Context: an optimization exercise on an open-source flow, tuned for small area. The choices shown serve that exercise and are no tape-out recipe.
Function was checked by simulation only, so behaviour that the tests miss may differ from the original.
No activity file was given, so power comes from the tool's default toggle rates.

// tw_master
module tw_master (
    input  wire        clk,
    input  wire        rst,
    input  wire        cmd_valid,
    output wire        cmd_ready,
    input  wire [31:0] cmd,
    output reg         done,
    output wire [7:0]  status,
    output reg  [7:0]  result,
    output wire        faulted,
    output wire [7:0]  fault_reason,
    input  wire        tx_we,
    input  wire [3:0]  tx_addr,
    input  wire [7:0]  tx_data,
    output wire        ev_valid,
    input  wire        ev_ready,
    output wire [2:0]  ev_kind,
    output wire [1:0]  ev_pin,
    output wire [7:0]  ev_arg,
    input  wire        smp_level,
    output reg         tw_init,
    output reg         tw_in_tx,
    output reg  [1:0]  tw_speed,
    input  wire [3:0]  rx_idx,
    output wire [7:0]  rx_data,
    output reg  [3:0]  dev_count,
    input  wire [2:0]  dl_idx,
    output wire [6:0]  dl_addr
);
    localparam [3:0] C_INIT = 4'h0, C_SPEED = 4'h1, C_START = 4'h2, C_STOP = 4'h3,
                     C_WB = 4'h4, C_RB = 4'h5, C_WBS = 4'h6, C_RBS = 4'h7,
                     C_SRW = 4'h8, C_SW = 4'h9, C_SR = 4'hA, C_SCAN = 4'hB, C_FREE = 4'hC;
    localparam [1:0] K_SRW = 2'd0, K_SW = 2'd1, K_SR = 2'd2, K_SCAN = 2'd3;
    localparam [3:0] ST_OK = 4'h0, ST_CONFLICT = 4'h1, ST_ARB = 4'h3, ST_LCS = 4'h4,
                     ST_NOACK = 4'h5, ST_OUTSIDE = 4'h9, ST_OOM = 4'hB;
    localparam [2:0] G_NONE = 3'd0, G_START = 3'd1, G_STOP = 3'd2, G_BYTE = 3'd3, G_FF = 3'd4;
    localparam [4:0]
  ...
export LEC_CHECK = 0
export ABC_AREA = 1
export CAP_MARGIN = 20
export CORE_MARGIN = 2
export CORE_UTILIZATION = 40
export SLEW_MARGIN = 20
create_clock -name core_clock -period 10.0 [get_ports {clk}]
standard.sh (not shown) runs the stock make flow with config.mk's settings and CLKGATE_MAP_FILE= SYNTH_SCRIPT=/design/flow/synth_recipe.tcl, a recipe that flattens the netlist after the stock synthesis.
==> flow/flow/run.sh <==
#!/bin/bash
# Own layout flow: the standard ORFS flow, with two changes to how the
# layout is made:
#  - technology mapping in synthesis uses ABC's area-oriented mapper (amap)
#    instead of ORFS's default ABC script (flip-flop mapping is unchanged);
#  - port buffers use sky130_fd_sc_hd__buf_1.
# Each tool's full output goes to a log file in the work folder.
set -euo pipefail
W=$(pwd)
rm -rf "$W/scripts_local"
cp -r "$FLOW_HOME/scripts" "$W/scripts_local"
cp "$W/flow/abc_area.script" "$W/scripts_local/abc_area.script"
export SCRIPTS_DIR="$W/scripts_local"
export BUFFER_PORTS_ARGS="-buffer_cell sky130_fd_sc_hd__buf_1"
export CTS_ARGS="-sink_clustering_enable -repair_clock_nets -sink_clustering_size 10 -sink_clustering_max_diameter 40 -dont_use_dummy_load -buf_list sky130_fd_sc_hd__clkbuf_4"
bash "$W/standard.sh" synth > "$W/synth.log" 2>&1
bash "$W/standard.sh" > "$W/layout.log" 2>&1
==> flow/flow/abc_area.script <==
strash
dc2
dch -f
amap -F 10 -A 30
topo
==> next run, changes <==
--- a/flow/flow/run.sh
+++ b/flow/flow/run.sh
@@ -5,3 +5,4 @@
 #    instead of ORFS's default ABC script (flip-flop mapping is unchanged);
-#  - port buffers use sky130_fd_sc_hd__buf_1.
+#  - port buffers use sky130_fd_sc_hd__buf_1;
+#  - clock tree: small clusters of clkbuf_4 leaves, no dummy loads.
 # Each tool's full output goes to a log file in the work folder.
- CORE_UTILIZATION: 40 -> 60
What happened: Flip-flop and latch count stays the same; worst setup slack gains 150 ps; non-clock buffer count stays the same; total power falls by 0.98%; die area decreases by 33%; synthesized area is unchanged; final area decreases by 1.2%; maximum frequency is higher by 2.2%; synthesized cell count is unchanged; global-route usage came out higher by 9.1 points.
==> next run, changes <==
--- a/flow/flow/run.sh
+++ b/flow/flow/run.sh
@@ -1,6 +1,7 @@
 #!/bin/bash
-# Own layout flow: the standard ORFS flow, with two changes to how the
+# Own layout flow: the standard ORFS flow, with these changes to how the
 # layout is made:
-#  - technology mapping in synthesis uses ABC's area-oriented mapper (amap)
-#    instead of ORFS's default ABC script (flip-flop mapping is unchanged);
+#  - technology mapping in synthesis uses ABC's deepsyn restructuring and
+#    area-oriented mapper (amap) instead of ORFS's default ABC script
+#    (flip-flop mapping is unchanged);
 #  - port buffers use sky130_fd_sc_hd__buf_1;
==> flow/flow/abc_area.script (replaced) <==
strash
&get -n
&deepsyn -T 120
&put
dch -f
amap -F 10 -A 30
topo
The new run completed with no timing, DRC or antenna violations.
Setup slack gets worse by 850 ps.
Hold slack degrades by 47 ps.
Design area falls by 3.7%.
Maximum frequency came out lower by 11%.
Non-clock buffer count went down by 4.
Core utilization hardly moves.
Final cell count is lower by 6.5%.
Critical path depth rises by 1.
Wire length went down by 5.7%.
==> next run, changes <==
==> flow/flow/run.sh (replaced) <==
#!/bin/bash
# Own layout flow: the standard ORFS flow, with two changes to how the
# layout is made:
#  - technology mapping in synthesis uses ABC's area-oriented mapper (amap)
#    instead of ORFS's default ABC script (flip-flop mapping is unchanged);
#  - port buffers use sky130_fd_sc_hd__buf_1;
#  - clock tree: small clusters of clkbuf_4 leaves, no dummy loads.
# Each tool's full output goes to a log file in the work folder.
set -euo pipefail
W=$(pwd)
rm -rf "$W/scripts_local"
cp -r "$FLOW_HOME/scripts" "$W/scripts_local"
cp "$W/flow/abc_area.script" "$W/scripts_local/abc_area.script"
export SCRIPTS_DIR="$W/scripts_local"
export BUFFER_PORTS_ARGS="-buffer_cell sky130_fd_sc_hd__buf_1"
export CTS_ARGS="-sink_clustering_enable -repair_clock_nets -sink_clustering_size 18 -sink_clustering_max_diameter 45 -dont_use_dummy_load -buf_list sky130_fd_sc_hd__clkbuf_8"
bash "$W/standard.sh" synth > "$W/synth.log" 2>&1
bash "$W/standard.sh" > "$W/layout.log" 2>&1
==> flow/flow/abc_area.script (replaced) <==
strash
dc2
dch -f
amap -F 10 -A 30
topo
Effect: Area after synthesis grows by 4.0%. Wire length grows by 5.7%. Combinational power grows by 7.6%. Sequential cell count is unchanged. Clock power grows by 12%. Final area grows by 4.6%. Setup slack improved by 830 ps. Via count grows by 6.5%. Hold slack improved by 28 ps. Total power grows by 4.8%.

==> afterwards: timing with drivers on the ports <==
Ports are ideal in the flow. The routed layouts listed here were re-timed in OpenROAD.
Step 1 assumes that a clkbuf_16 drives the clock port and a buf_2 every other input.
Step 2 adds t to the input delays and takes it off the output delays; t is the mean of the earliest and latest rising clock arrival at the registers after step 1. Input paths then give back, and output paths get back, about the clock's delay inside the block.
Three values: ideal, step 1, step 2; two values: the first two.
| run | t, ns | setup slack, ns | worst setup path after step 2 |
|---|---|---|---|
| the first run | 0.744 | 2.956 / 2.929 / 2.929 | input to output |
| the second run | 0.692 | 3.108 / 3.086 / 3.086 | input to output |
| the third run | 0.714 | 2.262 / 2.240 / 2.240 | input to output |
| the fourth run | 0.571 | 3.089 / 3.067 / 3.067 | input to output |
After both steps setup and hold are still met in every run listed. For the first run, which loses most, drivers alone change the setup slack by -0.027 ns; drivers and shift together by -0.027 ns.
